What follows belongs to an exercise in optimizing a design on an open flow for small area, a short achievable clock period and few clock cycles; a production flow would make more cautious choices.
Function was checked by simulation only, so behaviour that the tests miss may differ from the original.
Power is estimated from default activity; no workload was simulated.

## flow/constraint.sdc

```tcl
create_clock -name core_clock -period 4.0 [get_ports {clk}]
set_input_delay 0.8000 -clock core_clock [delete_from_list [all_inputs] [get_ports {clk}]]
set_output_delay 0.8000 -clock core_clock [all_outputs]
set_load 0.01 [all_outputs]
```

## flow/config.mk

```make
export PLATFORM = sky130hd
export DESIGN_NAME = frame_codec
export DESIGN_NICKNAME = frame_codec
export VERILOG_FILES = /design/flow/design.v
export SDC_FILE = /design/flow/constraint.sdc
export NUM_CORES = 4
export LEC_CHECK = 0
export ABC_AREA = 0
export ABC_CLOCK_PERIOD_IN_PS = 2000
export CAP_MARGIN = 20
export CORE_MARGIN = 2
export CORE_UTILIZATION = 40
export SETUP_SLACK_MARGIN = 2.1
export SLEW_MARGIN = 20
export BUFFER_PORTS_ARGS = -buffer_cell sky130_fd_sc_hd__buf_1
export CTS_ARGS = -sink_clustering_enable -repair_clock_nets -buf_list sky130_fd_sc_hd__clkbuf_8 -dont_use_dummy_load
```

## flow/design.v

```verilog
module crc16_serial (
    input  wire [15:0] crc,
    input  wire [7:0]  din,
    output wire [15:0] nxt
);
    wire [7:0] x0 = crc[15:8] ^ din;
    wire [7:0] x  = x0 ^ {4'h0, x0[7:4]};
    assign nxt = {crc[7:0], 8'h00} ^ {x[3:0], 12'h000} ^ {3'b000, x, 5'b00000} ^ {8'h00, x};
endmodule
module frame_encoder (
    input  wire       clk,
    input  wire       rst,
    input  wire       in_valid,
    input  wire [7:0] in_data,
    output reg        in_ready,
    output reg        tx_valid,
    output reg  [7:0] tx_data,
    output reg        tx_last,
    input  wire       tx_ready
);
    localparam [7:0] START = 8'h7E;
    localparam [7:0] ESC   = 8'h7D;
    localparam [2:0] E_START = 3'd0,
                     E_OP    = 3'd1,
                     E_LEN   = 3'd2,
                     E_PAY   = 3'd3,
                     E_CRCL  = 3'd4,
                     E_CRCH  = 3'd5;
    reg  [2:0]  state;
    reg  [7:0]  remain;      
    reg         pend;        
    reg         pb;          
    reg  [15:0] crc;
    wire [15:0] crc_nxt;
    reg         sk_valid;
    reg  [7:0]  sk_data;
    reg         sk_last;
    crc16_serial u_crc (.crc(crc), .din(in_data), .nxt(crc_nxt));
    wire body_state = (state == E_OP) || (state == E_LEN) || (state == E_PAY);
    wire room       = !sk_valid;
    wire   take     = in_valid && in_ready;
    wire res_in = (in_data[7:2]  == 6'b011111) && (in_data[1]  ^ in_data[0]);
    wire res_lo = (crc[7:2]      == 6'b011111) && (crc[1]      ^ crc[0]);
    wire res_hi = (crc[15:10]    == 6'b011111) && (crc[9]      ^ crc[8]);
    reg       g_valid;
    reg [7:0] g_data;
    reg       g_last;
    always @(*) begin
        g_valid = 1'b0;
        g_last  = 1'b0;
        if (pend) begin
            g_valid = 1'b1;
            g_data  = {6'b011111, !pb, pb};
            g_last  = (state == E_START);    
        end else case (state)
            E_START: begin
                g_valid = in_valid;
                g_data  = START;
            end
            E_CRCL: begin
                g_valid = 1'b1;
                g_data  = res_lo ? ESC : crc[7:0];
            end
            E_CRCH: begin
                g_valid = 1'b1;
                g_data  = res_hi ? ESC : crc[15:8];
                g_last  = !res_hi;
            end
            default: begin
                g_valid = in_valid;
                g_data  = res_in ? ESC : in_data;
            end
        endcase
    end
    wire make = room && g_valid;
    always @(posedge clk) begin
        if (state == E_START)
            crc <= 16'h0000;
        else if (take)
            crc <= crc_nxt;
    end
    always @(posedge clk) begin
        if (take) begin
            if (state == E_LEN) remain <= in_data;
            else                remain <= remain - 8'd1;
        end
    end
    always @(posedge clk) begin
        if (room && !pend)
            pb <= (state == E_CRCL) ? crc[0] : (state == E_CRCH) ? crc[8] : in_data[0];
    end
    always @(posedge clk) begin
        if (!tx_valid || tx_ready) begin
            tx_data <= sk_valid ? sk_data : g_data;
            tx_last <= sk_valid ? sk_last : g_last;
        end
        if (room) begin
            sk_data <= g_data;
            sk_last <= g_last;
        end
    end
    reg [2:0] state_n;
    reg       pend_n;
    always @(*) begin
        state_n = state;
        pend_n  = pend;
        if (make) begin
            if (pend) begin
                pend_n = 1'b0;
            end else begin
                case (state)
                E_START: state_n = E_OP;
                E_OP, E_LEN, E_PAY: begin
                    pend_n = res_in;
                    if (state == E_OP)
                        state_n = E_LEN;
                    else if (state == E_LEN)
                        state_n = (in_data == 8'd0) ? E_CRCL : E_PAY;
                    else if (remain == 8'd1)
                        state_n = E_CRCL;
                end
                E_CRCL: begin
                    pend_n  = res_lo;
                    state_n = E_CRCH;
                end
                E_CRCH: begin
                    pend_n  = res_hi;
                    state_n = E_START;
                end
                default: state_n = E_START;
                endcase
            end
        end
    end
    wire sk_valid_n = tx_valid && !tx_ready && (sk_valid || make);
    always @(posedge clk) begin
        if (rst) begin
            state    <= E_START;
            pend     <= 1'b0;
            tx_valid <= 1'b0;
            sk_valid <= 1'b0;
            in_ready <= 1'b0;
        end else begin
            state    <= state_n;
            pend     <= pend_n;
            tx_valid <= sk_valid || make || (tx_valid && !tx_ready);
            sk_valid <= sk_valid_n;
            in_ready <= !sk_valid_n && !pend_n &&
                        ((state_n == E_OP) || (state_n == E_LEN) || (state_n == E_PAY));
        end
    end
endmodule
module frame_decoder (
    input  wire       clk,
    input  wire       rst,
    input  wire       rx_valid,
    input  wire [7:0] rx_data,
    input  wire       rx_last,
    output reg        rx_ready,
    output reg        body_valid,
    output reg  [7:0] body_data,
    input  wire       body_ready,
    output reg        res_valid,
    output reg  [2:0] res_cause,
    input  wire       res_ready
);
    localparam [7:0] START = 8'h7E;
    localparam [7:0] ESC   = 8'h7D;
    localparam [2:0] C_OK     = 3'd0,
                     C_MARKER = 3'd1,
                     C_TRUNC  = 3'd2,
                     C_LENGTH = 3'd3,
                     C_CRC    = 3'd4;
    localparam [3:0] D_START = 4'd0,
                     D_OP    = 4'd1,
                     D_LEN   = 4'd2,
                     D_PAY   = 4'd3,
                     D_CRCL  = 4'd4,
                     D_CRCH  = 4'd5,
                     D_DONE  = {1'b1, C_OK},
                     D_EMARK = {1'b1, C_MARKER},
                     D_ELEN  = {1'b1, C_LENGTH},
                     D_ECRC  = {1'b1, C_CRC};
    reg  [3:0]  dph;
    reg         escf;
    reg  [7:0]  remain;      
    reg         lo_ok;       
    reg  [15:0] crc;
    wire [15:0] crc_nxt;
    reg         bs_valid;
    reg  [7:0]  bs_data;
    reg         rs_valid;
    reg  [2:0]  rs_cause;
    crc16_serial u_crc (.crc(crc), .din(rx_data), .nxt(crc_nxt));
    wire   take     = rx_valid && rx_ready;
    wire in_frame   = (dph == D_OP) || (dph == D_LEN) || (dph == D_PAY) ||
                      (dph == D_CRCL) || (dph == D_CRCH);
    wire body_ph    = (dph == D_OP) || (dph == D_LEN) || (dph == D_PAY);
    wire is_esc     = (rx_data == ESC);
    wire is_content = in_frame && (escf || !is_esc);
    wire is_body    = body_ph && (escf || !is_esc);
    wire hi_ok      = (crc[15:8] == rx_data);
    reg [3:0] dph_nxt;
    always @(*) begin
        dph_nxt = dph;
        case (dph)
        D_START: dph_nxt = (rx_data == START) ? D_OP : D_EMARK;
        D_OP:    if (is_content) dph_nxt = D_LEN;
        D_LEN:   if (is_content) dph_nxt = (rx_data == 8'd0) ? D_CRCL : D_PAY;
        D_PAY:   if (is_content && remain == 8'd1) dph_nxt = D_CRCL;
        D_CRCL:  if (is_content) dph_nxt = D_CRCH;
        D_CRCH:  if (is_content) dph_nxt = (lo_ok && hi_ok) ? D_DONE : D_ECRC;
        D_DONE:  dph_nxt = D_ELEN;
        default: ;
        endcase
    end
    wire [2:0] cause_nxt = dph_nxt[3] ? dph_nxt[2:0] : C_TRUNC;
    wire push_b = take && is_body;
    wire push_r = take && rx_last;
    always @(posedge clk) begin
        if (dph == D_START)
            crc <= 16'h0000;
        else if (push_b)
            crc <= crc_nxt;
    end
    always @(posedge clk) begin
        if (take && is_content) begin
            if (dph == D_LEN) remain <= rx_data;
            else              remain <= remain - 8'd1;
            lo_ok <= (crc[7:0] == rx_data);
        end
    end
    wire bs_valid_n = body_valid && !body_ready && (bs_valid || push_b);
    wire rs_valid_n = res_valid && !res_ready && (rs_valid || push_r);
    always @(posedge clk) begin
        if (!body_valid || body_ready) body_data <= bs_valid ? bs_data : rx_data;
        if (!bs_valid)                 bs_data   <= rx_data;
        if (!res_valid || res_ready)   res_cause <= rs_valid ? rs_cause : cause_nxt;
        if (!rs_valid)                 rs_cause  <= cause_nxt;
    end
    always @(posedge clk) begin
        if (rst) begin
            body_valid <= 1'b0;
            bs_valid   <= 1'b0;
            res_valid  <= 1'b0;
            rs_valid   <= 1'b0;
            rx_ready   <= 1'b1;
        end else begin
            body_valid <= bs_valid || push_b || (body_valid && !body_ready);
            bs_valid   <= bs_valid_n;
            res_valid  <= rs_valid || push_r || (res_valid && !res_ready);
            rs_valid   <= rs_valid_n;
            rx_ready   <= !bs_valid_n && !rs_valid_n;
        end
    end
    always @(posedge clk) begin
        if (rst) begin
            dph  <= D_START;
            escf <= 1'b0;
        end else if (take) begin
            escf <= in_frame && !escf && is_esc;
            dph  <= rx_last ? D_START : dph_nxt;
        end
    end
endmodule
module frame_codec (
    input  wire       clk,
    input  wire       rst,
    input  wire       enc_valid,
    input  wire [7:0] enc_data,
    output wire       enc_ready,
    output wire       tx_valid,
    output wire [7:0] tx_data,
    output wire       tx_last,
    input  wire       tx_ready,
    input  wire       rx_valid,
    input  wire [7:0] rx_data,
    input  wire       rx_last,
    output wire       rx_ready,
    output wire       body_valid,
    output wire [7:0] body_data,
    input  wire       body_ready,
    output wire       res_valid,
    output wire [2:0] res_cause,
    input  wire       res_ready
);
    frame_encoder u_enc (
        .clk(clk), .rst(rst),
        .in_valid(enc_valid), .in_data(enc_data), .in_ready(enc_ready),
        .tx_valid(tx_valid), .tx_data(tx_data), .tx_last(tx_last),
        .tx_ready(tx_ready)
    );
    frame_decoder u_dec (
        .clk(clk), .rst(rst),
        .rx_valid(rx_valid), .rx_data(rx_data), .rx_last(rx_last),
        .rx_ready(rx_ready),
        .body_valid(body_valid), .body_data(body_data), .body_ready(body_ready),
        .res_valid(res_valid), .res_cause(res_cause), .res_ready(res_ready)
    );
endmodule
```

## flow/standard.sh

```bash
#!/bin/bash
# synth_recipe.tcl (not shown) runs the flow's synth.tcl, then flattens the netlist and writes it again
# the make line also repeats each setting of config.mk as NAME=value (left out here)
make -C /OpenROAD-flow-scripts/flow DESIGN_CONFIG=/design/flow/config.mk WORK_HOME=/design/flow/orfs CLKGATE_MAP_FILE= SYNTH_SCRIPT=/design/flow/synth_recipe.tcl "${@:-finish}"
```

## flow/flow/run.sh

```bash
#!/bin/bash
# Standard ORFS layout with small port buffers and no CTS dummy loads.
set -euo pipefail
cat >> config.mk <<'CFG'
export BUFFER_PORTS_ARGS = -buffer_cell sky130_fd_sc_hd__buf_1
export CTS_ARGS = -sink_clustering_enable -repair_clock_nets -buf_list sky130_fd_sc_hd__clkbuf_8 -dont_use_dummy_load
CFG
bash standard.sh > standard.log 2>&1
```

==> flow_summary.yaml, run 1 <==
setup_path:
  cp_cell_sequence: "buf_12 -> inv_12 -> ha_4 -> or4b_4 -> o41a_1 -> nand2b_4 -> o41ai_4 -> and2_1"
  cp-start-kind: "input port"
  cp_num_buf_inv: 2
  worst_path_max_delay_cell: "or4b_4"
  worstPathRequired_ns: 4.33
  cp_top_family: "simple AND/OR/NAND/NOR gates"
  critPathMaxFanout: 2
  crit_arrival_ns: 2.45
  worst-setup-path-type: "input port to register"
  worstSetupEndpointType: "register"
  slowest_delay_ns: 0.46
synth:
  ys_warn_count: 2
  synth_edf_count: 38
  synth_cells: 569
  async_flop_share: 0
  syn-cell-area_sq_mm: 0.005474
  ys_types: 67
  synth_nets: 598
  yosysTopAreaCell: "dfxtp_1"
  ys_ff_latch: 107
  seq_area_frac_synth: 0.4608
  syn_area_per_cell_sq_um: 9.620
  synth.area.top_cells: "dfxtp_1, edfxtp_1, xnor2_1, xor2_1, nand2_1"
  synthFlopType: "dfxtp_1"
  yosys.area.top_type_share: 0.2523
clock_network:
  cts_num_sinks: 107
  clkTransAtPathRegs_ns: 0.10
  cts_tree: "yes"
  cts_max_level: 3
  root_buffer: "clkbuf_8"
  cts_buffers: 9
  clkLatencyLatePin_ns: 0.39
  clock_path_buffers: 2
  holdBufCountCts: 0
sta:
  finalCriticalPeriod_ns: 2.119
  fin_skew_ns: 0.01716
  fmax_mhz: 471.8
  period_share: 0.5299
  hold_viol: 0
  slew_headroom: 0.2947
  worstMarginPinSlew_ns: 1.050
  final-setup-viol-count: 0
  drv_slew: 0
  rsz0062_at_grt: "yes"
  fin_setup_tns_ns: 0
final_layout:
  syn2layout_area_growth_pct: 22.93
  fill_cells: 1221
  fin_util: 0.5061
  final_nets: 660
  diodes: 0
  drive_above_1_share: 0.2226
placement:
  hpwl_mm: 8.989
  portBuffers: 48
  globalplace.congestion: 0.8297
die:
  core-area_sq_mm: 0.01330
  dieArea_sq_mm: 0.01464
  start_util: 0.4117
  ios: 49
  rows: 42
  die_x_microns: 121.0
  die_y_microns: 121.0
grt:
  grt_max_degree: 26
  grt_pass1_wl_mm: 21.41
  track_usage: 0.1859
  grt_pass1_vias: 4131
  overflow: 0
  antenna_found_initial: 0
power:
  vdd_drop_max_mv: 0.2125
  switching_share: 0.3533
  power_switching_mw: 1.087
  p_int_mw: 1.989
  p_leak_nw: 2.267
  pwr-share-seq: 0.499
  total_power_mw: 3.076
  powerDensity_mw_per_mm2: 457.2
  clkPwrFrac: 0.176
  pwr-share-comb: 0.325
detailed_routing:
  first_iter_violations: 284
  routedWlPerCell_microns: 16.58
  dr.pass1.iters: 4
  vias_per_cell: 5.383
  routed_wl_mm: 13.35
  vias: 4333
  ant_nets: 0
  drc_errors: 0
flow_run:
  maxCapViolCount: 0
run_status:
  status: "timing/DRC/antenna clean"
worst_hold_path:
  hp-class: "register to register"
-- synthesized netlist by cell type (all sizes together) (3+ instances only) --
cell type and count:
dfxtp 69, nand2 60, nor2 57, xnor2 39, edfxtp 38, o21ai 35, xor2 29, a21oi 27
clkbuf 23, inv 17, a211oi 16, nor3 16, buf 12, mux2i 12, nor2b 10, mux2 9
nand2b 9, nand3 8, nand4 8, nor4 8, ha 5, nor3b 5, nor4b 5, o41ai 5
a221oi 4, a41oi 3, and2 3, o211ai 3, o21a 3, or2 3
-- worst paths after layout --
kind / start / to / slack, ns / depth (start not counted)
max: enc_data[0] / u_enc.state[2] / 1.88 / 8
min: u_enc.sk_data[4] / u_enc.sk_data[4] / 0.47 / 2
min reg2reg: u_enc.sk_data[4] / u_enc.sk_data[4] / 0.47 / 2
max reg2reg: u_enc.remain[0] / u_enc.in_ready / 1.97 / 6
-- timing repair --
action                     in CTS  in global routing
pin swaps                      13                 17
resized for setup              67                 34
setup endpoints to repair      86                 26
cloned                          1                  3
setup buffers                  12                 19
-- power groups by stage --
stage          registers (mW)  logic (mW)  clock network, mW
6_report                 1.54       0.999              0.541
5_1_grt                  1.56        1.11              0.596
4_1_cts                  1.53       0.932              0.553
3_5_place_dp             1.55       0.866                  0
3_3_place_gp             1.54       0.853                  0
2_1_floorplan            1.50       0.684                  0
-- logic make-up after synthesis --
group,synth area share
AND/OR/NAND/NOR,0.1851
AO/OA/AOI/OAI,0.1515
flip-flops,0.4608
XOR/XNOR,0.1088
buffers and inverters,0.04183
multiplexers,0.04046
adder cells (fa/ha/maj),0.01143
-- registers in the layout (all words and copies together), names as in the netlist, 4 cells and up --
register,count
u_dec.body_data,8
u_dec.bs_data,8
u_dec.crc,16
u_dec.dph,4
u_dec.remain,8
u_enc.crc,16
u_enc.remain,8
u_enc.sk_data,8
u_enc.tx_data,8
-- area by class of cell --
class                           instances  area (sq um)  share of cell area
Inverter                               17         82.58             0.01227
Multi-Input combinational cell        410          3079              0.4576
Tap cell                              176         220.2             0.03273
Timing Repair Buffer                   85         680.7              0.1012
Timing Repair inverter                  1         7.507            0.001116
Clock buffer                            9         123.9             0.01841
Sequential cell                       107          2535              0.3767
-- per-layer routing --
metal  share of wire  vias up  GRT usage
li1                -     2133          -
met1            0.49     2074     0.2607
met2            0.45       99     0.2844
met3           0.039       27    0.03383
met4           0.022        0    0.07122
met5               0        -          0
-- tightest hold or removal path: stages (launching register included) --
cell and delay (ns):
dfxtp_1 0.31, nand2_1 0.05, o21ai_1 0.06
-- cell usage in the layout, fill, tap and decap left out, types with 5 or more instances in the layout --
master | synthesis | layout
buf_4 | 1 | 29
inv_1 | 17 | 14
nand4_1 | 8 | 8
a21oi_1 | 27 | 24
nor3_1 | 14 | 13
edfxtp_1 | 38 | 38
nor2b_1 | 10 | 9
nand3_1 | 8 | 6
buf_12 | 0 | 10
xnor2_1 | 39 | 37
mux2_2 | 9 | 9
o21ai_0 | 27 | 26
nand2b_1 | 8 | 7
buf_1 | 2 | 36
clkbuf_8 | 0 | 9
nor3b_1 | 5 | 5
o21ai_1 | 8 | 8
nor2_4 | 0 | 7
nor2_1 | 57 | 46
dfxtp_1 | 69 | 63
xor2_1 | 29 | 27
a211oi_1 | 9 | 8
mux2i_1 | 12 | 12
a211oi_2 | 7 | 8
nand2_1 | 60 | 58
-- through the flow --
step                worst slack, ns  instances  hold WS [ns]  area, sq um
floorplan                     1.738        569        0.4170         5608
global placement              1.296        761        0.4432         5846
detailed placement            1.200        761        0.4403         5846
CTS                           1.884        783        0.4707         6339
global route                  1.824        805        0.4832         6729
finish                        1.881        805        0.4692         6729
Testbench counts, summed over its fixed seeds: cycles 4,443.
==> inputs of run 2 (changes only) <==
--- a/flow/config.mk
+++ b/flow/config.mk
@@ -7,3 +7,3 @@
 export LEC_CHECK = 0
-export ABC_AREA = 0
+export ABC_AREA = 1
 export ABC_CLOCK_PERIOD_IN_PS = 2000
==> run 2 against run 1 <==
Compared with the run above: clock skew up 0.0057 ns; first-iteration DRC count unchanged; still clean; largest cell class unchanged; sequential share of layout area up 4.1 points; highest routed layer unchanged; worst setup slack better by 0.27 ns; utilization down 4.7 points; global-route usage about the same.
==> flow_summary.yaml, run 2 <==
run_status:
  status: "timing/DRC/antenna clean"
power:
  power_switching_mw: 0.6024
  powerDensity_mw_per_mm2: 350.1
  pwr-share-comb: 0.163
  vdd_drop_max_mv: 0.2462
  p_leak_nw: 2.415
  clkPwrFrac: 0.255
  p_int_mw: 1.517
  pwr-share-seq: 0.581
  switching_share: 0.2842
die:
  dieArea_sq_mm: 0.01438
  die_y_microns: 119.9
  core-area_sq_mm: 0.01319
  rows: 42
  start_util: 0.4074
  die_x_microns: 119.9
  ios: 49
final_layout:
  final_common_cell: "nand2_1"
  design_area_sq_mm: 0.006053
  layout_common_cells: "nand2_1, inv_1, dfxtp_1, o21ai_0, nor2_1"
  final_nets: 734
  reg.largest.list: "u_dec.crc (16), u_enc.crc (16)"
  syn2layout_area_growth_pct: 12.64
  multi_input_area_sq_mm: 0.002572
  diodes: 0
  register_area_sq_mm: 0.002526
  fill_cells: 1320
  drive_above_1_share: 0.1451
grt:
  overflow: 0
  antenna_found_initial: 0
  grt_max_degree: 21
  track_usage: 0.1856
  grt_pass1_wl_mm: 21.29
  grt_pass1_vias: 4407
sta:
  worst_hold_slack_ns: 0.4635
  period_share: 0.4616
  fin_setup_tns_ns: 0
  fmax_mhz: 541.6
  rsz0062_at_grt: "yes"
  drv_slew: 0
  slew_headroom: 0.5201
  worstMarginPinSlew_ns: 0.7199
  fin_skew_ns: 0.02290
  hold_viol: 0
  final-setup-viol-count: 0
  timing.final.ws_setup_ns: 2.154
  finalCriticalPeriod_ns: 1.846
synth:
  synth_edf_count: 38
  yosys-top-cells-count: "nand2_1, inv_1, dfxtp_1"
  ys_types: 49
  synthFlopType: "dfxtp_1"
  yosysTopAreaCell: "dfxtp_1"
  syn_area_per_cell_sq_um: 8.268
  synth.area.top_cells: "dfxtp_1, edfxtp_1, nand2_1, inv_1, o21ai_0"
  seq_area_frac_synth: 0.4694
  yosys.area.top_type_share: 0.2570
  ys_ff_latch: 107
  async_flop_share: 0
  synth_most_common_cell: "nand2_1"
  syn-cell-area_sq_mm: 0.005374
  ys_warn_count: 2
  synth_cells: 650
  synth_nets: 679
setup_path:
  crit_arrival_ns: 2.13
  cp_top_family: "simple AND/OR/NAND/NOR gates"
  cpMostUsedCell: "nand2_1"
  worst_path_max_delay_cell: "ha_1"
  critPathMaxFanout: 3
  cp_num_cells: 11
  worstSetupEndpointType: "register"
  worstPathRequired_ns: 4.28
  cp_num_buf_inv: 3
  rr_worst_depth: 7
  cp-start-kind: "input port"
  cp_cell_sequence: "buf_2 -> inv_1 -> ha_1 -> nand4_1 -> nor4_4 -> buf_4 -> nand2_1 -> nand3_1 -> a22oi_2 -> nand2_1 -> nor2_1"
  slowest_delay_ns: 0.28
  worst-setup-path-type: "input port to register"
detailed_routing:
  vias_per_cell: 5.074
  dr.pass1.iters: 5
  first_iter_violations: 284
  routedWlPerCell_microns: 14.42
  routed_wl_mm: 12.68
  vias: 4460
  ant_nets: 0
  drc_errors: 0
clock_network:
  clkLatencyLatePin_ns: 0.38
  cts_buffers: 9
  holdBufCountCts: 0
  root_buffer: "clkbuf_8"
  clkTransAtPathRegs_ns: 0.09
  cts_max_level: 3
  cts_num_sinks: 107
  clock_path_buffers: 2
  cts_tree: "yes"
placement:
  post-place-ws_ns: 1.213
  portBuffers: 48
  dpl_cell_area_sq_mm: 0.005734
  globalplace.congestion: 0.8632
  hpwl_mm: 9.428
flow_run:
  maxCapViolCount: 0
worst_hold_path:
  hold_depth: 2
  hp-class: "register to register"
## run 2: changes by cell type in the layout (fill, tap and decap cells not counted), moves of 9 or more
cell and change:
nand2_1 +76, buf_4 -19, mux2i_1 -12, inv_2 +13, o21ai_0 +23, xnor2_1 -13, buf_12 -10, inv_1 +52
mux2_2 -9, nor2b_1 -9, nand3_1 +18
## run 2: layout make-up
class,instances,share of cell area
Multi-Input combinational cell,444,0.4250
Sequential cell,107,0.4173
Inverter,84,0.05498
Timing Repair Buffer,58,0.04465
Tap cell,176,0.03638
Clock buffer,9,0.02046
Timing Repair inverter,1,0.001240
## run 2: power by group through the flow
stage | registers (mW) | logic [mW] | clock network, mW
floorplan | 1.26 | 0.224 | 0
global placement | 1.25 | 0.319 | 0
detailed placement | 1.26 | 0.324 | 0
CTS | 1.23 | 0.331 | 0.565
global route | 1.24 | 0.385 | 0.597
finish | 1.23 | 0.346 | 0.541
## run 2: per-stage QoR
stage          utilization  cells  power, mW
2_1_floorplan            -    650      1.483
3_3_place_gp        0.4347    859      1.574
3_5_place_dp        0.4347    859      1.579
4_1_cts             0.4489    871      2.127
5_1_grt             0.4589    879      2.222
6_report            0.4589    879      2.119
## run 2: final timing paths
check                                       start                 to  slack [ns]
worst max register to register     u_enc.state[1]   u_enc.tx_data[6]        2.21
worst max-delay path                  enc_data[1]     u_enc.in_ready        2.15
worst min register to register  u_dec.rs_cause[0]  u_dec.rs_cause[0]        0.46
worst min-delay path            u_dec.rs_cause[0]  u_dec.rs_cause[0]        0.46
## run 2: worst reg2reg max path: cells and delay by family, from the launching register on
family                 cells  cell delay [ns]
buffers and inverters      2             0.19
DFF                        1             0.36
and+or+nand+nor            3             0.55
AOI/OAI and AO/OA          2             0.44
## run 2: repair_timing
item / in CTS / in global routing
resized for setup: 17 / 28
setup endpoints to repair: 59 / 45
gates cloned: 1 / 0
pin swaps: 3 / 9
setup buffers: 2 / 8
## run 2: cells by family (layout without fill, tap and decap cells)
logic type      count (synthesis)  count (layout)  share of synthesized area
compound gates                122             122                     0.1348
xor+xnor                       54              54                    0.09360
fa+ha+maj                       5               5                    0.01164
buf+inv                        99             152                    0.07497
flops                         107             107                     0.4694
simple gates                  263             263                     0.2156
## run 2: per-layer routing
| metal | GRT usage | share of wire | wire (microns) | up-vias |
|---|---|---|---|---|
| li1 | - | - | - | 2233 |
| met1 | 0.2281 | 0.44 | 5605 | 2112 |
| met3 | 0.04990 | 0.043 | 548 | 21 |
| met5 | 0 | 0 | 0 | - |
| met4 | 0.05515 | 0.018 | 229 | 0 |
| met2 | 0.3182 | 0.50 | 6291 | 94 |
==> inputs of run 3 (changes only) <==
--- a/flow/config.mk
+++ b/flow/config.mk
@@ -12,3 +12,3 @@
 export CORE_UTILIZATION = 40
-export SETUP_SLACK_MARGIN = 2.1
+export SETUP_SLACK_MARGIN = 1.9
 export SLEW_MARGIN = 20
==> run 3 against run 2 <==
Compared with the run above: sequential power hardly changed; worst hold slack worse by 0.0070 ns; via count is 1.2% lower; first-iteration DRC count is 7.7% higher; wire length hardly changed; sequential share of layout area is 1.3 points higher; largest cell class is now flip-flops and latches; clock power hardly changed; combinational power is 6.4% lower; synthesized cell count stayed put; cell area is 3.1% lower.
==> flow_summary.yaml, run 3 <==
setup_path:
  worstPathRequired_ns: 4.14
  cpMostUsedCell: "nand2_1"
  crit_start: "rx_data[6]"
  critPathMaxFanout: 4
  worst_path_max_delay_cell: "nand2_1"
  reg2reg_from: "u_dec.dph[3]"
  cp-start-kind: "input port"
  worst-setup-path-type: "input port to register"
  regToRegEndpoint: "u_dec.res_cause[1]"
  cp_cell_sequence: "buf_1 -> inv_1 -> nand2_1 -> nand2_1 -> nand2_1 -> nor2_1 -> nand3_1 -> nand2_1 -> nand2_1 -> nand2_1 -> nand3_1 -> nand2_1 -> nand2_1"
  slowest_delay_ns: 0.22
  reg2reg_slack_ns: 2.09
  rr_worst_depth: 8
  crit_arrival_ns: 2.11
  worstSetupEndpointType: "register"
grt:
  grt_pass1_wl_mm: 21.11
  track_usage: 0.1865
  overflow: 0
  grt_pass1_vias: 4290
  grt_max_degree: 31
  antenna_found_initial: 0
synth:
  yosys-top-cells-count: "nand2_1, inv_1, dfxtp_1"
  synth_edf_count: 38
  syn_area_per_cell_sq_um: 8.268
  syn-cell-area_sq_mm: 0.005374
  ys_warn_count: 2
  ys_types: 49
  yosysTopAreaCell: "dfxtp_1"
  synth_nets: 679
  synth_most_common_cell: "nand2_1"
  ys_ff_latch: 107
  yosys.area.top_type_share: 0.2570
  async_flop_share: 0
  synthFlopType: "dfxtp_1"
  synth.area.top_cells: "dfxtp_1, edfxtp_1, nand2_1, inv_1, o21ai_0"
  synth_cells: 650
  seq_area_frac_synth: 0.4694
final_layout:
  diodes: 0
  register_area_sq_mm: 0.002522
  layout_common_cells: "nand2_1, inv_1, dfxtp_1, nor2_1, o21ai_0"
  final_common_cell: "nand2_1"
  final_nets: 725
  drive_above_1_share: 0.09366
  multi_input_area_sq_mm: 0.002474
  fin_util: 0.4445
  reg.largest.list: "u_dec.crc (16), u_enc.crc (16)"
  syn2layout_area_growth_pct: 9.104
  fill_cells: 1349
clock_network:
  clkLatencyLatePin_ns: 0.39
  cts_max_level: 3
  root_buffer: "clkbuf_8"
  clock_path_buffers: 2
  cts_buffers: 9
  clkTransAtPathRegs_ns: 0.09
  cts_tree: "yes"
  cts_num_sinks: 107
power:
  p_int_mw: 1.505
  power_switching_mw: 0.5925
  p_leak_nw: 2.332
  total_power_mw: 2.097
  clkPwrFrac: 0.258
  switching_share: 0.2825
  vdd_drop_max_mv: 0.1561
  pwr-share-comb: 0.154
  pwr-share-seq: 0.588
  powerDensity_mw_per_mm2: 357.7
sta:
  finalCriticalPeriod_ns: 1.974
  slew_headroom: 0.5396
  drv_slew: 0
  period_share: 0.4935
  fmax_mhz: 506.6
  fin_skew_ns: 0.02597
  worstMarginPinSlew_ns: 0.6906
  final-setup-viol-count: 0
  rsz0062_at_grt: "no"
  fin_setup_tns_ns: 0
  hold_viol: 0
detailed_routing:
  drc_errors: 0
  vias_per_cell: 5.067
  routed_wl_mm: 12.67
  dr.pass1.iters: 5
  ant_nets: 0
  vias: 4408
  first_iter_violations: 306
  routedWlPerCell_microns: 14.56
worst_hold_path:
  hold_depth: 2
  hp-class: "register to register"
  hp-start: "u_dec.bs_data[1]"
  hold_end: "u_dec.bs_data[1]"
die:
  die_y_microns: 119.9
  die_x_microns: 119.9
  core-area_sq_mm: 0.01319
  ios: 49
  rows: 42
  start_util: 0.4074
  dieArea_sq_mm: 0.01438
flow_run:
  maxCapViolCount: 0
placement:
  globalplace.congestion: 0.8951
  portBuffers: 48
  hpwl_mm: 9.644
run_status:
  status: "timing/DRC/antenna clean"
==> run 3: cell counts after synthesis <==
No cell type changed its count.
==> run 3: final cells by class <==
| class | count | area share |
|---|---|---|
| Timing Repair inverter | 1 | 0.001280 |
| Clock buffer | 9 | 0.02113 |
| Multi-Input combinational cell | 444 | 0.4219 |
| Sequential cell | 107 | 0.4302 |
| Tap cell | 176 | 0.03756 |
| Timing Repair Buffer | 49 | 0.03286 |
| Inverter | 84 | 0.05506 |
==> run 3: layer usage <==
layer | wire [microns] | GRT usage
met2 | 6236 | 0.3157
met5 | 0 | 0
met1 | 5710 | 0.2364
met3 | 499 | 0.03184
met4 | 224 | 0.07426
==> run 3: logic make-up (layout without fill, tap and decap cells) <==
group,after synthesis,after routing,share of synthesized area
fa+ha+maj,5,5,0.01164
buf+inv,99,143,0.07497
compound gates,122,122,0.1348
xor+xnor,54,54,0.09360
simple gates,263,263,0.2156
flops,107,107,0.4694
==> run 3: through the flow <==
step	cell area, sq um	hold WS [ns]	instances	setup WS [ns]
floorplan	5374	0.4184	650	1.978
finish	5863	0.4565	870	2.026
global route	5863	0.4756	870	1.900
CTS	5833	0.4615	869	1.907
global placement	5693	0.4376	859	1.371
detailed placement	5693	0.4381	859	1.254
==> run 3: how the worst max path moves through the flow <==
stage | cells after the start | end
global placement | 10 | u_dec.rx_ready
floorplan | 5 | u_dec.lo_ok
global route | 13 | u_dec.res_cause[2]
CTS | 8 | u_enc.tx_data[1]
finish | 13 | u_dec.res_cause[2]
detailed placement | 12 | u_dec.rx_ready
==> run 3: power by group through the flow <==
stage               registers [mW]  logic [mW]  clock network, mW
floorplan                     1.26       0.221                  0
global placement              1.26       0.316                  0
detailed placement            1.26       0.320                  0
CTS                           1.23       0.323              0.556
global route                  1.24       0.364              0.593
finish                        1.23       0.324              0.541
==> run 3: repair_timing <==
action                                  in CTS  in global routing
endpoints found under the setup margin      21                 28
resized for setup                            3                  9
setup buffers                                1                  0
pin swaps                                    1                  0
hold buffers                                 0                  0
gates cloned                                 0                  1
==> run 3: worst max-delay path, delay by kind of cell <==
family,cells,cell delay [ns]
and+or+nand+nor,11,1.00
buffers and inverters,2,0.31
==> inputs of run 4 (changes only) <==
--- a/flow/config.mk
+++ b/flow/config.mk
@@ -12,3 +12,3 @@
 export CORE_UTILIZATION = 40
-export SETUP_SLACK_MARGIN = 1.9
+export SETUP_SLACK_MARGIN = 2.2
 export SLEW_MARGIN = 20
==> run 4 against run 3 <==
Compared with the run above: still clean on timing, DRC and antenna; area after synthesis unchanged; wire length increased by 4.7%; total power increased by 2.9%; cell count increased by 2.1%; first-iteration DRC count decreased by 5.9%; worst setup slack improved by 0.19 ns; global-route usage decreased by 0.070 points; critical endpoint is now u_dec.crc[14]; largest cell class is now multi-input combinational cells.
==> flow_summary.yaml, run 4 <==
placement:
  portBuffers: 48
  hpwl_mm: 9.492
  post-place-ws_ns: 1.160
  dpl_cell_area_sq_mm: 0.005781
  globalplace.congestion: 0.8752
worst_hold_path:
  hp-class: "register to register"
  hold_depth: 2
sta:
  slew_headroom: 0.4801
  fmax_mhz: 559.7
  rsz0062_at_grt: "yes"
  fin_setup_tns_ns: 0
  drv_slew: 0
  timing.final.ws_setup_ns: 2.213
  fin_skew_ns: 0.02572
  hold_viol: 0
  finalCriticalPeriod_ns: 1.787
  worstMarginPinSlew_ns: 0.7799
  period_share: 0.4467
  final-setup-viol-count: 0
clock_network:
  clkLatencyLatePin_ns: 0.40
  cts_num_sinks: 107
  clkTransAtPathRegs_ns: 0.10
  root_buffer: "clkbuf_8"
  cts_max_level: 3
  cts_buffers: 9
  cts_tree: "yes"
  clock_path_buffers: 2
synth:
  syn-cell-area_sq_mm: 0.005374
  synthAdderAreaFrac: 0.01164
  seq_area_frac_synth: 0.4694
  yosysTopAreaCell: "dfxtp_1"
  yosys.area.top_type_share: 0.2570
  yosys-top-cells-count: "nand2_1, inv_1, dfxtp_1"
  synth_nets: 679
  ys_ff_latch: 107
  synth.area.top_cells: "dfxtp_1, edfxtp_1, nand2_1, inv_1, o21ai_0"
  synth_top_family_by_area: "simple AND/OR/NAND/NOR gates"
  syn_area_per_cell_sq_um: 8.268
  synthMuxAreaShare: 0
  synth_edf_count: 38
  synth_cells: 650
  synth_most_common_cell: "nand2_1"
  synth_simple_gate_area_frac: 0.2156
  async_flop_share: 0
  synth-compound-area-share: 0.1348
  ys_types: 49
  synthFlopType: "dfxtp_1"
  synth_xor_area_frac: 0.09360
  ys_warn_count: 2
final_layout:
  diodes: 0
  design_area_sq_mm: 0.006285
  layout_common_cells: "nand2_1, dfxtp_1, inv_1, o21ai_0, nor2_1"
  final_nets: 743
  final_common_cell: "nand2_1"
  drive_above_1_share: 0.1854
  syn2layout_area_growth_pct: 16.95
  reg.largest.list: "u_dec.crc (16), u_enc.crc (16)"
die:
  die_x_microns: 119.9
  die_y_microns: 119.9
  rows: 42
  dieArea_sq_mm: 0.01438
  core-area_sq_mm: 0.01319
  start_util: 0.4074
  ios: 49
grt:
  track_usage: 0.1858
  grt_pass1_vias: 4372
  grt_pass1_wl_mm: 21.07
  overflow: 0
  grt_max_degree: 21
  antenna_found_initial: 0
setup_path:
  cp-start-kind: "input port"
  rr_worst_depth: 9
  critPathMaxFanout: 7
  worstSetupEndpointType: "register"
  worstPathRequired_ns: 4.28
  worst-setup-path-type: "input port to register"
  crit_arrival_ns: 2.07
detailed_routing:
  dr.pass1.iters: 5
  routed_wl_mm: 13.26
  first_iter_violations: 288
  vias: 4541
  drc_errors: 0
  vias_per_cell: 5.114
  routedWlPerCell_microns: 14.94
  ant_nets: 0
power:
  total_power_mw: 2.158
  vdd_drop_max_mv: 0.1406
  powerDensity_mw_per_mm2: 343.3
  p_leak_nw: 2.505
flow_run:
  maxCapViolCount: 0
run_status:
  status: "timing/DRC/antenna clean"
## run 4: cell counts after synthesis
Identical to the previous run, type by type.
## run 4: logic make-up after synthesis
kind of cell | count (synthesis)
adders and majority gates | 5
and+or+nand+nor | 263
buffers and inverters | 99
AOI/OAI and AO/OA | 122
xor gates and xnor gates | 54
DFF | 107
## run 4: stage by stage
| step | hold slack [ns] | instances | utilization |
|---|---|---|---|
| floorplan | 0.4184 | 650 | - |
| global placement | 0.4351 | 860 | 0.4382 |
| detailed placement | 0.4424 | 860 | 0.4382 |
| CTS | 0.4652 | 878 | 0.4599 |
| global route | 0.4983 | 888 | 0.4765 |
| finish | 0.4608 | 888 | 0.4765 |
## run 4: cell type report
| class | instances | area (sq um) |
|---|---|---|
| fill | 1272 | 6905 |
| multi-input combinational | 444 | 2636 |
| sequential | 107 | 2531 |
| timing repair buffer | 66 | 394.1 |
| inverter | 84 | 366.6 |
| tap | 176 | 220.2 |
| clock buffer | 9 | 123.9 |
| timing repair inverter | 2 | 12.51 |
## run 4: layer usage
layer	track usage	vias to the layer above	part of all wire
li1	-	2258	-
met1	0.2250	2133	0.44
met2	0.3260	122	0.50
met3	0.02757	28	0.036
met4	0.08235	0	0.026
met5	0	-	0
## run 4: timing repair
action	in CTS	in global routing
setup buffers	8	9
hold buffers	0	0
hold endpoints to repair	0	0
gates cloned	1	1
gates resized for setup	36	52
endpoints found under the setup margin	68	33
pin swaps	10	15
## run 4: power by group
part	internal (mW)	total [mW]	switching (mW)
registers	1.20	1.23	0.0382
logic	0.141	0.379	0.238
clock network	0.203	0.545	0.342
total	1.54	2.16	0.618
## run 4: final timing paths
path	startpoint	end	slack (ns)
max reg2reg	u_enc.state[1]	u_enc.in_ready	2.29
min reg2reg	u_dec.rs_cause[0]	u_dec.rs_cause[0]	0.46
min	u_dec.rs_cause[0]	u_dec.rs_cause[0]	0.46
max	rx_data[0]	u_dec.crc[14]	2.21
## run 4: worst max-delay path: stages
cell and delay (ns):
buf_4 0.14, inv_4 0.08, nor2_4 0.04, nand3_4 0.14, inv_4 0.04, nor3_4 0.26, clkinv_4 0.14, clkbuf_2 0.19
o21ai_1 0.18, a21oi_2 0.04
==> inputs of run 5 (changes only) <==
==> flow/flow/run.sh (replaced) <==
#!/bin/bash
# Standard ORFS layout with small port buffers and no CTS dummy loads.
set -euo pipefail
cat >> config.mk <<'CFG'
export BUFFER_PORTS_ARGS = -buffer_cell sky130_fd_sc_hd__buf_1
export CTS_ARGS = -sink_clustering_enable -repair_clock_nets -buf_list sky130_fd_sc_hd__clkbuf_8 -dont_use_dummy_load -sink_clustering_size 40 -sink_clustering_max_diameter 200
CFG
bash standard.sh > standard.log 2>&1
--- a/flow/config.mk
+++ b/flow/config.mk
@@ -12,5 +12,5 @@
 export CORE_UTILIZATION = 40
-export SETUP_SLACK_MARGIN = 2.2
+export SETUP_SLACK_MARGIN = 2.1
 export SLEW_MARGIN = 20
 export BUFFER_PORTS_ARGS = -buffer_cell sky130_fd_sc_hd__buf_1
-export CTS_ARGS = -sink_clustering_enable -repair_clock_nets -buf_list sky130_fd_sc_hd__clkbuf_8 -dont_use_dummy_load
+export CTS_ARGS = -sink_clustering_enable -repair_clock_nets -buf_list sky130_fd_sc_hd__clkbuf_8 -dont_use_dummy_load -sink_clustering_size 40 -sink_clustering_max_diameter 200
==> run 5 against run 4 <==
Compared with the run above: total power decreased by 1.8%; clock power decreased by 0.7%; sequential share of layout area increased by 1.5 points; still clean on timing, DRC and antenna.
==> flow_summary.yaml, run 5 <==
run_status:
  status: "timing/DRC/antenna clean"
placement:
  globalplace.congestion: 0.8632
  portBuffers: 48
  hpwl_mm: 9.428
  dpl_cell_area_sq_mm: 0.005734
setup_path:
  worst_path_max_delay_cell: "ha_1"
  reg2reg_slack_ns: 2.21
  rr_worst_depth: 7
  reg2reg_from: "u_enc.state[1]"
  cp_top_family: "simple AND/OR/NAND/NOR gates"
  worstSetupEndpointType: "register"
  critPathMaxFanout: 3
  cp-start-kind: "input port"
  crit_arrival_ns: 2.13
  regToRegEndpoint: "u_enc.tx_data[6]"
  cp_cell_sequence: "buf_2 -> inv_1 -> ha_1 -> nand4_1 -> nor4_4 -> buf_4 -> nand2_1 -> nand3_1 -> a22oi_2 -> nand2_1 -> nor2_1"
  cpMostUsedCell: "nand2_1"
  crit_start: "enc_data[1]"
  slowest_delay_ns: 0.28
  worstPathRequired_ns: 4.28
  worst-setup-path-type: "input port to register"
  cp_num_buf_inv: 3
synth:
  yosys.area.top_type_share: 0.2570
  synth_most_common_cell: "nand2_1"
  synth_cells: 650
  synth.area.top_cells: "dfxtp_1, edfxtp_1, nand2_1, inv_1, o21ai_0"
  async_flop_share: 0
  yosys-top-cells-count: "nand2_1, inv_1, dfxtp_1"
  yosysTopAreaCell: "dfxtp_1"
  ys_ff_latch: 107
  seq_area_frac_synth: 0.4694
  syn_area_per_cell_sq_um: 8.268
  synthFlopType: "dfxtp_1"
  ys_types: 49
  synth_nets: 679
  ys_warn_count: 2
  synth_edf_count: 38
  syn-cell-area_sq_mm: 0.005374
power:
  pwr-share-seq: 0.581
  vdd_drop_max_mv: 0.2462
  switching_share: 0.2842
  p_int_mw: 1.517
  total_power_mw: 2.119
  clkPwrFrac: 0.255
  powerDensity_mw_per_mm2: 350.1
  power_switching_mw: 0.6024
  p_leak_nw: 2.415
  pwr-share-comb: 0.163
sta:
  worstMarginPinSlew_ns: 0.7199
  fin_setup_tns_ns: 0
  fmax_mhz: 541.6
  slew_headroom: 0.5201
  period_share: 0.4616
  rsz0062_at_grt: "yes"
  finalCriticalPeriod_ns: 1.846
  hold_viol: 0
  fin_skew_ns: 0.02290
  drv_slew: 0
  final-setup-viol-count: 0
  worst_hold_slack_ns: 0.4635
detailed_routing:
  routedWlPerCell_microns: 14.42
  vias: 4460
  dr.pass1.iters: 5
  first_iter_violations: 284
  drc_errors: 0
  vias_per_cell: 5.074
  routed_wl_mm: 12.68
  ant_nets: 0
grt:
  track_usage: 0.1856
  overflow: 0
  antenna_found_initial: 0
  grt_pass1_wl_mm: 21.29
  grt_max_degree: 21
  grt_pass1_vias: 4407
die:
  start_util: 0.4074
  die_x_microns: 119.9
  core-area_sq_mm: 0.01319
  rows: 42
  die_y_microns: 119.9
  ios: 49
  dieArea_sq_mm: 0.01438
final_layout:
  drive_above_1_share: 0.1451
  final_nets: 734
  final_common_cell: "nand2_1"
  syn2layout_area_growth_pct: 12.64
  fin_util: 0.4589
  layout_common_cells: "nand2_1, inv_1, dfxtp_1, o21ai_0, nor2_1"
  reg.largest.list: "u_dec.crc (16), u_enc.crc (16)"
  design_area_sq_mm: 0.006053
  diodes: 0
worst_hold_path:
  hp-class: "register to register"
  hp-start: "u_dec.rs_cause[0]"
  hold_end: "u_dec.rs_cause[0]"
  hold_depth: 2
clock_network:
  clock_path_buffers: 2
  cts_max_level: 3
  cts_tree: "yes"
  cts_buffers: 9
  holdBufCountCts: 0
  root_buffer: "clkbuf_8"
  clkTransAtPathRegs_ns: 0.09
  cts_num_sinks: 107
  clkLatencyLatePin_ns: 0.38
flow_run:
  maxCapViolCount: 0
run 5: cell counts after synthesis:
No cell type changed its count.
run 5: cell families after synthesis:
logic type,share of synthesized area
flip-flops,0.4694
buffers and inverters,0.07497
XOR/XNOR,0.09360
adder cells (fa/ha/maj),0.01164
AND/OR/NAND/NOR,0.2156
AO/OA/AOI/OAI,0.1348
run 5: worst register-to-register path: stages (launching register included):
cell and delay [ns]:
dfxtp_1 0.36, nor2_2 0.23, inv_2 0.08, nor2_4 0.20, nor2_2 0.12, inv_2 0.11, o21ai_0 0.11, o32a_1 0.33
run 5: worst max path at each step:
stage | to | cells past startpoint
3_5_place_dp | u_dec.rx_ready | 12
5_1_grt | u_enc.in_ready | 11
3_3_place_gp | u_dec.rx_ready | 12
4_1_cts | u_enc.tx_data[6] | 7
2_1_floorplan | u_enc.tx_data[1] | 7
6_report | u_enc.in_ready | 11
run 5: repair_timing:
item	4_1_cts	5_1_grt
gates resized for setup	17	28
setup buffers	2	8
setup endpoints to repair	59	45
gates cloned	1	0
pin swaps	3	9
run 5: per-layer routing:
metal | track usage | vias up | wire length [microns]
met5 | 0 | - | 0
li1 | - | 2233 | -
met3 | 0.04990 | 21 | 548
met1 | 0.2281 | 2112 | 5605
met4 | 0.05515 | 0 | 229
met2 | 0.3182 | 94 | 6291
run 5: layout make-up:
type,count,area [sq um]
Clock buffer,9,123.9
Timing Repair Buffer,58,270.3
Fill cell,1320,7137
Tap cell,176,220.2
Sequential cell,107,2526
Inverter,84,332.8
Multi-Input combinational cell,444,2572
Timing Repair inverter,1,7.507
run 5: through the flow:
step | setup WS [ns] | std cells
CTS | 2.073 | 871
global route | 2.042 | 879
detailed placement | 1.213 | 859
finish | 2.154 | 879
floorplan | 2.082 | 650
global placement | 1.294 | 859
run 5: power by group through the flow:
stage / sequential, mW / clock, mW / combinational [mW]
2_1_floorplan: 1.26 / 0 / 0.224
3_3_place_gp: 1.25 / 0 / 0.319
3_5_place_dp: 1.26 / 0 / 0.324
4_1_cts: 1.23 / 0.565 / 0.331
5_1_grt: 1.24 / 0.597 / 0.385
6_report: 1.23 / 0.541 / 0.346
==> inputs of run 6 (changes only) <==
--- a/flow/design.v
+++ b/flow/design.v
@@ -44,32 +44,12 @@
     wire res_hi = (crc[15:10]    == 6'b011111) && (crc[9]      ^ crc[8]);
-    reg       g_valid;
-    reg [7:0] g_data;
-    reg       g_last;
-    always @(*) begin
-        g_valid = 1'b0;
-        g_last  = 1'b0;
-        if (pend) begin
-            g_valid = 1'b1;
-            g_data  = {6'b011111, !pb, pb};
-            g_last  = (state == E_START);    
-        end else case (state)
-            E_START: begin
-                g_valid = in_valid;
-                g_data  = START;
-            end
-            E_CRCL: begin
-                g_valid = 1'b1;
-                g_data  = res_lo ? ESC : crc[7:0];
-            end
-            E_CRCH: begin
-                g_valid = 1'b1;
-                g_data  = res_hi ? ESC : crc[15:8];
-                g_last  = !res_hi;
-            end
-            default: begin
-                g_valid = in_valid;
-                g_data  = res_in ? ESC : in_data;
-            end
-        endcase
-    end
+    wire       crcl  = (state == E_CRCL);
+    wire       crch  = (state == E_CRCH);
+    wire [7:0] src   = pend                ? {6'b011111, !pb, pb} :
+                       (state == E_START)  ? START :
+                       crcl                ? crc[7:0] :
+                       crch                ? crc[15:8] : in_data;
+    wire       esc   = !pend && (crcl ? res_lo : crch ? res_hi : (body_state && res_in));
+    wire [7:0] g_data  = {src[7:2], src[1] && !esc, src[0] || esc};
+    wire       g_valid = pend || crcl || crch || in_valid;
+    wire       g_last  = pend ? (state == E_START) : (crch && !res_hi);
     wire make = room && g_valid;
==> flow/flow/run.sh (replaced) <==
#!/bin/bash
# Standard ORFS layout with small port buffers and no CTS dummy loads.
set -euo pipefail
cat >> config.mk <<'CFG'
export BUFFER_PORTS_ARGS = -buffer_cell sky130_fd_sc_hd__buf_1
export CTS_ARGS = -sink_clustering_enable -repair_clock_nets -buf_list sky130_fd_sc_hd__clkbuf_8 -dont_use_dummy_load
CFG
bash standard.sh > standard.log 2>&1
--- a/flow/config.mk
+++ b/flow/config.mk
@@ -15,2 +15,2 @@
 export BUFFER_PORTS_ARGS = -buffer_cell sky130_fd_sc_hd__buf_1
-export CTS_ARGS = -sink_clustering_enable -repair_clock_nets -buf_list sky130_fd_sc_hd__clkbuf_8 -dont_use_dummy_load -sink_clustering_size 40 -sink_clustering_max_diameter 200
+export CTS_ARGS = -sink_clustering_enable -repair_clock_nets -buf_list sky130_fd_sc_hd__clkbuf_8 -dont_use_dummy_load
==> run 6 against run 5 <==
Compared with the run above: clock skew increased by 0.0016 ns; utilization is 0.34 points lower; cell area fell by 0.74%; combinational power grew 7.2%; worst setup slack worse by 0.022 ns; first-iteration DRC count increased by 12%; area after synthesis is 0.19% higher; still clean on timing, DRC and antenna; critical path type unchanged; critical endpoint is now u_dec.res_cause[1]; largest power group unchanged; highest routed layer unchanged; total power grew 1.5%; count of clock-buffer cells in the layout is the same.
==> flow_summary.yaml, run 6 <==
synth:
  syn-cell-area_sq_mm: 0.005384
  synth_most_common_cell: "nand2_1"
  synth_cells: 653
  synth_nets: 682
  async_flop_share: 0
  syn_area_per_cell_sq_um: 8.245
  synthFlopType: "dfxtp_1"
  ys_types: 45
  yosys-top-cells-count: "nand2_1, inv_1, dfxtp_1"
  ys_ff_latch: 107
  synth.area.top_cells: "dfxtp_1, edfxtp_1, nand2_1, inv_1, xor2_1"
  yosys.area.top_type_share: 0.2566
  seq_area_frac_synth: 0.4685
  synth_edf_count: 38
  yosysTopAreaCell: "dfxtp_1"
  ys_warn_count: 2
power:
  vdd_drop_max_mv: 0.1674
  pwr-share-seq: 0.579
  powerDensity_mw_per_mm2: 358.1
  p_leak_nw: 2.288
  clkPwrFrac: 0.249
  power_switching_mw: 0.6179
  switching_share: 0.2872
  pwr-share-comb: 0.172
  p_int_mw: 1.534
grt:
  grt_pass1_wl_mm: 19.95
  overflow: 0
  grt_max_degree: 32
  track_usage: 0.1732
  antenna_found_initial: 0
  grt_pass1_vias: 4082
final_layout:
  diodes: 0
  layout_common_cells: "nand2_1, dfxtp_1, inv_1, nor2_1, a21oi_1"
  register_area_sq_mm: 0.002524
  drive_above_1_share: 0.1227
  design_area_sq_mm: 0.006008
  final_common_cell: "nand2_1"
  reg.largest.list: "u_dec.crc (16), u_enc.crc (16)"
  fill_cells: 1308
  syn2layout_area_growth_pct: 11.60
  final_nets: 732
  multi_input_area_sq_mm: 0.002560
sta:
  worstMarginPinSlew_ns: 0.7671
  drv_slew: 0
  rsz0062_at_grt: "no"
  hold_viol: 0
  fmax_mhz: 535.2
  finalCriticalPeriod_ns: 1.868
  fin_skew_ns: 0.02452
  final-setup-viol-count: 0
  slew_headroom: 0.4886
  period_share: 0.4671
  fin_setup_tns_ns: 0
clock_network:
  holdBufCountCts: 0
  clock_path_buffers: 2
  clkTransAtPathRegs_ns: 0.09
  clkLatencyLatePin_ns: 0.38
  cts_buffers: 9
  root_buffer: "clkbuf_8"
  cts_max_level: 3
  cts_num_sinks: 107
  cts_tree: "yes"
setup_path:
  worstPathRequired_ns: 4.14
  slowest_delay_ns: 0.16
  cp-start-kind: "input port"
  worst-setup-path-type: "input port to register"
  worst_path_max_delay_cell: "nor2_2"
  worstSetupEndpointType: "register"
  cp_cell_sequence: "clkbuf_2 -> inv_2 -> nand2_2 -> nor2_2 -> nand3_2 -> nand2_2 -> nand2_1 -> nand2_1 -> nand4_1 -> a21oi_2 -> nor2_1"
  critPathMaxFanout: 4
  cp_top_family: "simple AND/OR/NAND/NOR gates"
  crit_arrival_ns: 2.00
  cp_num_buf_inv: 2
detailed_routing:
  routedWlPerCell_microns: 13.74
  vias: 4388
  first_iter_violations: 317
  routed_wl_mm: 12.05
  ant_nets: 0
  drc_errors: 0
  vias_per_cell: 5.003
  dr.pass1.iters: 5
die:
  dieArea_sq_mm: 0.01440
  rows: 42
  ios: 49
  die_x_microns: 120.0
  start_util: 0.4082
  core-area_sq_mm: 0.01319
  die_y_microns: 120.0
run_status:
  status: "timing/DRC/antenna clean"
worst_hold_path:
  hp-class: "register to register"
placement:
  portBuffers: 48
  hpwl_mm: 8.727
  globalplace.congestion: 0.8821
  dpl_cell_area_sq_mm: 0.005683
flow_run:
  maxCapViolCount: 0
-- run 6: cell count changes after synthesis, moves of 5 or more --
cell and change:
a21oi_1 +20, nand2_1 -10, nor2_1 +5, inv_2 -6
o21ai_0 -9, a21oi_2 -7, xnor2_1 -5
-- run 6: cell type report --
class / count / area share
clock buffer: 9 / 0.02062
inverter: 80 / 0.05123
multi-input combinational: 449 / 0.4261
sequential: 107 / 0.4200
tap: 176 / 0.03665
timing repair buffer: 54 / 0.04290
timing repair inverter: 2 / 0.002499
-- run 6: kinds of logic (layout without fill, tap and decap cells) --
family                     count (synthesis)  after routing  share of synthesized area
and+or+nand+nor                          268            269                     0.2231
AOI/OAI and AO/OA                        122            122                     0.1255
DFF                                      107            107                     0.4685
buffers and inverters                     98            145                    0.07599
xor gates and xnor gates                  53             53                    0.09528
adders and majority gates                  5              5                    0.01162
-- run 6: metal layers --
layer | GRT usage | part of all wire | wire, microns | up-vias
li1 | - | - | - | 2241
met1 | 0.2559 | 0.50 | 6044 | 2012
met2 | 0.2518 | 0.43 | 5204 | 120
met3 | 0.03470 | 0.054 | 649 | 15
met4 | 0.05735 | 0.013 | 152 | 0
met5 | 0 | 0 | 0 | -
-- run 6: power groups by stage --
| stage | registers (mW) | logic, mW | clock network [mW] |
|---|---|---|---|
| floorplan | 1.27 | 0.252 | 0 |
| global placement | 1.27 | 0.340 | 0 |
| detailed placement | 1.27 | 0.345 | 0 |
| CTS | 1.24 | 0.354 | 0.554 |
| global route | 1.25 | 0.419 | 0.599 |
| finish | 1.25 | 0.371 | 0.535 |
-- run 6: timing repair --
item	in CTS	in global routing
resized for setup	14	26
pin swaps	2	2
cloned	2	1
endpoints found under the setup margin	40	54
hold endpoints to repair	0	0
setup buffers	1	5
-- run 6: path summary, 6_finish.rpt --
kind	depth (start not counted)	from	slack [ns]	to
min	2	u_enc.sk_data[0]	0.46	u_enc.sk_data[0]
max reg2reg	10	u_dec.remain[2]	2.26	u_dec.res_cause[0]
max	11	rx_data[7]	2.13	u_dec.res_cause[1]
min reg2reg	2	u_enc.sk_data[0]	0.46	u_enc.sk_data[0]
-- run 6: worst min-delay path: stages, from the launching register on --
cell and delay [ns]:
dfxtp_1 0.32, o21ai_1 0.05, inv_1 0.06
-- run 6: per-stage QoR --
step / hold slack (ns) / setup WS (ns) / utilization / power (mW) / cells
5_1_grt: 0.4870 / 2.081 / 0.4555 / 2.271 / 877
3_5_place_dp: 0.4424 / 1.315 / 0.4308 / 1.614 / 859
3_3_place_gp: 0.4389 / 1.385 / 0.4308 / 1.607 / 859
2_1_floorplan: 0.4110 / 2.084 / - / 1.522 / 653
4_1_cts: 0.4679 / 2.056 / 0.4445 / 2.152 / 871
6_report: 0.4598 / 2.132 / 0.4555 / 2.152 / 877
Testbench counts of run 6, summed over its fixed seeds: cycles 4,443.
==> inputs of run 7 (changes only) <==
--- a/flow/config.mk
+++ b/flow/config.mk
@@ -12,3 +12,3 @@
 export CORE_UTILIZATION = 40
-export SETUP_SLACK_MARGIN = 2.1
+export SETUP_SLACK_MARGIN = 2.3
 export SLEW_MARGIN = 20
==> run 7 against run 6 <==
Compared with the run above: sequential power hardly changed; via count rose by 4.4%; area after synthesis unchanged; die area is the same; global-route usage increased by 0.87 points; combinational power increased by 21%; cell area grew 9.9%; worst setup slack gained 0.14 ns; highest routed layer unchanged.
==> flow_summary.yaml, run 7 <==
run_status:
  status: "timing/DRC/antenna clean"
synth:
  synth-compound-area-share: 0.1255
  yosys-top-cells-count: "nand2_1, inv_1, dfxtp_1"
  ys_warn_count: 2
  synthFlopType: "dfxtp_1"
  seq_area_frac_synth: 0.4685
  synthMuxAreaShare: 0
  ys_types: 45
  yosysTopAreaCell: "dfxtp_1"
  synth_edf_count: 38
  synthAdderAreaFrac: 0.01162
  synth_simple_gate_area_frac: 0.2231
  syn_area_per_cell_sq_um: 8.245
  synth_most_common_cell: "nand2_1"
  yosys.area.top_type_share: 0.2566
  synth_xor_area_frac: 0.09528
  synth_cells: 653
  ys_ff_latch: 107
  async_flop_share: 0
  synth_nets: 682
  synth_top_family_by_area: "simple AND/OR/NAND/NOR gates"
  synth.area.top_cells: "dfxtp_1, edfxtp_1, nand2_1, inv_1, xor2_1"
  syn-cell-area_sq_mm: 0.005384
flow_run:
  maxCapViolCount: 0
sta:
  final-setup-viol-count: 0
  worstMarginPinSlew_ns: 0.7534
  fin_skew_ns: 0.02602
  drv_slew: 0
  slew_headroom: 0.4977
  fin_setup_tns_ns: 0
  worst_hold_slack_ns: 0.4658
  rsz0062_at_grt: "yes"
  hold_viol: 0
  period_share: 0.4313
  finalCriticalPeriod_ns: 1.725
  fmax_mhz: 579.6
setup_path:
  critPathMaxFanout: 4
  worstSetupEndpointType: "register"
  crit_arrival_ns: 1.87
  cp-start-kind: "input port"
  reg2reg_from: "u_dec.remain[2]"
  worstPathRequired_ns: 4.14
  worst-setup-path-type: "input port to register"
  crit_start: "rx_data[7]"
detailed_routing:
  first_iter_violations: 267
  dr.pass1.iters: 5
  drc_errors: 0
  vias: 4583
  vias_per_cell: 5.042
  routedWlPerCell_microns: 14.09
  routed_wl_mm: 12.81
  ant_nets: 0
clock_network:
  cts_num_sinks: 107
  clock_path_buffers: 2
  cts_tree: "yes"
  cts_buffers: 9
  clkLatencyLatePin_ns: 0.39
  holdBufCountCts: 0
  clkTransAtPathRegs_ns: 0.09
  cts_max_level: 3
  root_buffer: "clkbuf_8"
die:
  rows: 42
  core-area_sq_mm: 0.01319
  start_util: 0.4082
  die_x_microns: 120.0
  ios: 49
  die_y_microns: 120.0
  dieArea_sq_mm: 0.01440
grt:
  grt_max_degree: 18
  overflow: 0
  grt_pass1_wl_mm: 20.81
  antenna_found_initial: 0
  grt_pass1_vias: 4289
  track_usage: 0.1819
placement:
  dpl_cell_area_sq_mm: 0.005749
  portBuffers: 48
  hpwl_mm: 8.911
  globalplace.congestion: 0.8790
final_layout:
  design_area_sq_mm: 0.006603
  final_common_cell: "nand2_1"
  drive_above_1_share: 0.2619
  final_nets: 764
  syn2layout_area_growth_pct: 22.64
  diodes: 0
  layout_common_cells: "nand2_1, inv_1, dfxtp_1, nor2_1, a21oi_1"
  reg.largest.list: "u_dec.crc (16), u_enc.crc (16)"
power:
  p_leak_nw: 2.593
  power_switching_mw: 0.6496
  vdd_drop_max_mv: 0.1405
  pwr-share-comb: 0.202
  clkPwrFrac: 0.241
  p_int_mw: 1.585
  pwr-share-seq: 0.558
  switching_share: 0.2906
  powerDensity_mw_per_mm2: 338.5
  total_power_mw: 2.235
worst_hold_path:
  hp-class: "register to register"
  hp-start: "u_enc.sk_data[0]"
run 7: cell counts after synthesis:
Identical to the previous run, type by type.
run 7: cells by family (layout without fill, tap and decap cells):
kind of cell,Yosys count,count (layout)
simple gates,268,269
fa+ha+maj,5,5
flops,107,107
xor+xnor,53,53
compound gates,122,122
buf+inv,98,177
run 7: path summary, 6_finish.rpt:
kind,end,slack (ns),cells past startpoint
worst min register to register,u_enc.sk_data[0],0.47,2
worst max-delay path,u_dec.res_cause[1],2.27,11
worst min-delay path,u_enc.sk_data[0],0.47,2
worst max register to register,u_dec.res_cause[0],2.31,10
run 7: stage by stage:
step,utilization,setup slack [ns],std cells
after global placement,0.4359,1.469,859
after CTS,0.4676,2.255,883
final,0.5006,2.275,909
after floorplan,-,2.084,653
after global routing,0.5006,2.177,909
after detailed placement,0.4359,1.396,859
run 7: what timing repair did:
item                                    CTS  global route
resized for setup                        56            84
buffers inserted                         13            26
cloned                                    2             0
endpoints found under the setup margin  104            69
pin swaps                                11            27
run 7: per-layer routing:
metal | global-route usage | vias up | share of wire
li1 | - | 2303 | -
met4 | 0.06176 | 0 | 0.018
met5 | 0 | - | 0
met2 | 0.2933 | 110 | 0.47
met3 | 0.03755 | 19 | 0.042
met1 | 0.2431 | 2151 | 0.47
run 7: power by group through the flow:
stage          Clock [mW]  Sequential (mW)  Combinational (mW)
3_3_place_gp            0             1.27               0.352
4_1_cts             0.561             1.25               0.396
6_report            0.538             1.25               0.450
5_1_grt             0.601             1.25               0.495
2_1_floorplan           0             1.27               0.261
3_5_place_dp            0             1.27               0.358
run 7: worst max-delay path, stage by stage:
cell	delay (ns)
buf_6	0.11
inv_4	0.07
nand2_4	0.05
nor2_4	0.13
nand3_4	0.11
nand2_4	0.11
nand2_2	0.05
nand2_1	0.05
nand4_1	0.13
a21oi_2	0.19
nor2_2	0.06
run 7: layout make-up:
type                       count  area [sq um]
fill                        1252          6588
multi-input combinational    449          2763
sequential                   107          2544
timing repair buffer          87         609.3
inverter                      80         335.3
tap                          176         220.2
clock buffer                   9         123.9
timing repair inverter         1         7.507
==> inputs of run 8 (changes only) <==
--- a/flow/config.mk
+++ b/flow/config.mk
@@ -12,3 +12,4 @@
 export CORE_UTILIZATION = 40
-export SETUP_SLACK_MARGIN = 2.3
+export GPL_TIMING_DRIVEN = 0
+export SETUP_SLACK_MARGIN = 2.2
 export SLEW_MARGIN = 20
==> run 8 against run 7 <==
Compared with the run above: still clean on timing, DRC and antenna; combinational power down 14%; sequential cell count did not move; cell count is 2.3% lower; sequential share of layout area is 2.5 points higher; critical endpoint unchanged; area after synthesis unchanged; wire length is 3.4% lower; sequential power is essentially flat; critical path type unchanged; utilization shrank 3.3 points.
==> flow_summary.yaml, run 8 <==
clock_network:
  clock_path_buffers: 2
  cts_max_level: 3
  clkLatencyLatePin_ns: 0.40
  root_buffer: "clkbuf_8"
  cts_buffers: 9
  clkTransAtPathRegs_ns: 0.07
setup_path:
  worst-setup-path-type: "input port to register"
  worstSetupEndpointType: "register"
  crit_arrival_ns: 1.89
  cp-start-kind: "input port"
  critPathMaxFanout: 5
worst_hold_path:
  hp-class: "register to register"
grt:
  track_usage: 0.1802
  grt_pass1_wl_mm: 20.41
  overflow: 0
  antenna_found_initial: 0
  grt_max_degree: 19
final_layout:
  fin_util: 0.4675
  reg.largest.list: "u_dec.crc (16), u_enc.crc (16)"
  fill_cells: 1336
  diodes: 0
  syn2layout_area_growth_pct: 14.52
  register_area_sq_mm: 0.002527
  final_common_cell: "nand2_1"
  multi_input_area_sq_mm: 0.002592
  final_nets: 743
synth:
  yosys.area.top_type_share: 0.2566
  yosys-top-cells-count: "nand2_1, inv_1, dfxtp_1"
  synthFlopType: "dfxtp_1"
  seq_area_frac_synth: 0.4685
  synth_cells: 653
  syn_area_per_cell_sq_um: 8.245
  ys_ff_latch: 107
  synth_most_common_cell: "nand2_1"
  synth_nets: 682
  async_flop_share: 0
  syn-cell-area_sq_mm: 0.005384
  ys_types: 45
  yosysTopAreaCell: "dfxtp_1"
detailed_routing:
  routed_wl_mm: 12.37
  routedWlPerCell_microns: 13.93
  drc_errors: 0
  vias_per_cell: 4.985
  vias: 4427
  ant_nets: 0
  first_iter_violations: 216
sta:
  finalCriticalPeriod_ns: 1.750
  period_share: 0.4375
  worstMarginPinSlew_ns: 0.5130
  rsz0062_at_grt: "yes"
  slew_headroom: 0.6576
  fin_setup_tns_ns: 0
  fin_skew_ns: 0.03266
  drv_slew: 0
  hold_viol: 0
power:
  total_power_mw: 2.175
  p_leak_nw: 2.378
  vdd_drop_max_mv: 0.1644
  powerDensity_mw_per_mm2: 352.8
die:
  core-area_sq_mm: 0.01319
  die_y_microns: 120.0
  dieArea_sq_mm: 0.01440
  die_x_microns: 120.0
  rows: 42
  ios: 49
  start_util: 0.4082
run_status:
  status: "timing/DRC/antenna clean"
placement:
  dpl_cell_area_sq_mm: 0.005827
  post-place-cells: 872
  portBuffers: 43
flow_run:
  maxCapViolCount: 0
-- run 8: cell count changes in the layout (fill, tap and decap cells not counted), sizes merged --
cell | before | now
clkbuf | 30 | 20
clkinvlp | 3 | 0
nand3 | 33 | 32
buf | 66 | 57
inv | 77 | 79
-- run 8: power by group --
| group | internal, mW | switching [mW] | leakage, nW |
|---|---|---|---|
| Sequential | 1.20 | 0.0436 | 0.939 |
| Combinational | 0.140 | 0.247 | 1.37 |
| Clock | 0.203 | 0.339 | 0.0647 |
-- run 8: path summary, 6_finish.rpt --
| path | end | startpoint | slack [ns] | cells after the start |
|---|---|---|---|---|
| max reg2reg | u_dec.res_cause[2] | u_dec.dph[3] | 2.31 | 10 |
| min reg2reg | u_dec.rs_cause[0] | u_dec.rs_cause[0] | 0.46 | 2 |
| min | u_dec.rs_cause[0] | u_dec.rs_cause[0] | 0.46 | 2 |
| max | u_dec.res_cause[1] | rx_data[7] | 2.25 | 11 |
-- run 8: routing by layer --
layer	global-route usage	part of all wire	up-vias
met5	0	0	-
met4	0.07279	0.020	0
met3	0.04278	0.046	21
met2	0.2702	0.44	110
met1	0.2497	0.49	2037
li1	-	-	2259
-- run 8: critical path, stage by stage --
cell	delay, ns
clkbuf_4	0.15
inv_4	0.09
nand2_2	0.06
nor2_4	0.11
nand3_4	0.11
nand2_4	0.10
nand2_1	0.05
nand2_1	0.05
nand4_1	0.13
a21oi_2	0.18
nor2_1	0.06
-- run 8: repair_timing --
action | 4_1_cts | 5_1_grt
gates resized for setup | 10 | 42
hold buffers | 0 | 0
setup buffers | 1 | 6
pin swaps | 2 | 9
endpoints found under the setup margin | 40 | 50
-- run 8: final cells by class --
cell class / count / area share
multi-input combinational: 448 / 0.4205
timing repair buffer: 50 / 0.03856
inverter: 80 / 0.05154
buffer: 18 / 0.02374
sequential: 107 / 0.4099
clock buffer: 9 / 0.02009
tap: 176 / 0.03571
-- run 8: cell families (layout without fill, tap and decap cells) --
kind of cell,after synthesis,after routing,share of synthesized area
and+or+nand+nor,268,268,0.2231
xor gates and xnor gates,53,53,0.09528
buffers and inverters,98,157,0.07599
DFF,107,107,0.4685
adders and majority gates,5,5,0.01162
AOI/OAI and AO/OA,122,122,0.1255

Re-timed with assumed drivers on the ports (clkbuf_16 on the clock, buf_2 on other inputs), run 8 has 2.236 ns of setup slack against 2.250 ns with ideal ports, and 1.848 ns once port delays also move by the mid clock arrival of 0.417 ns.
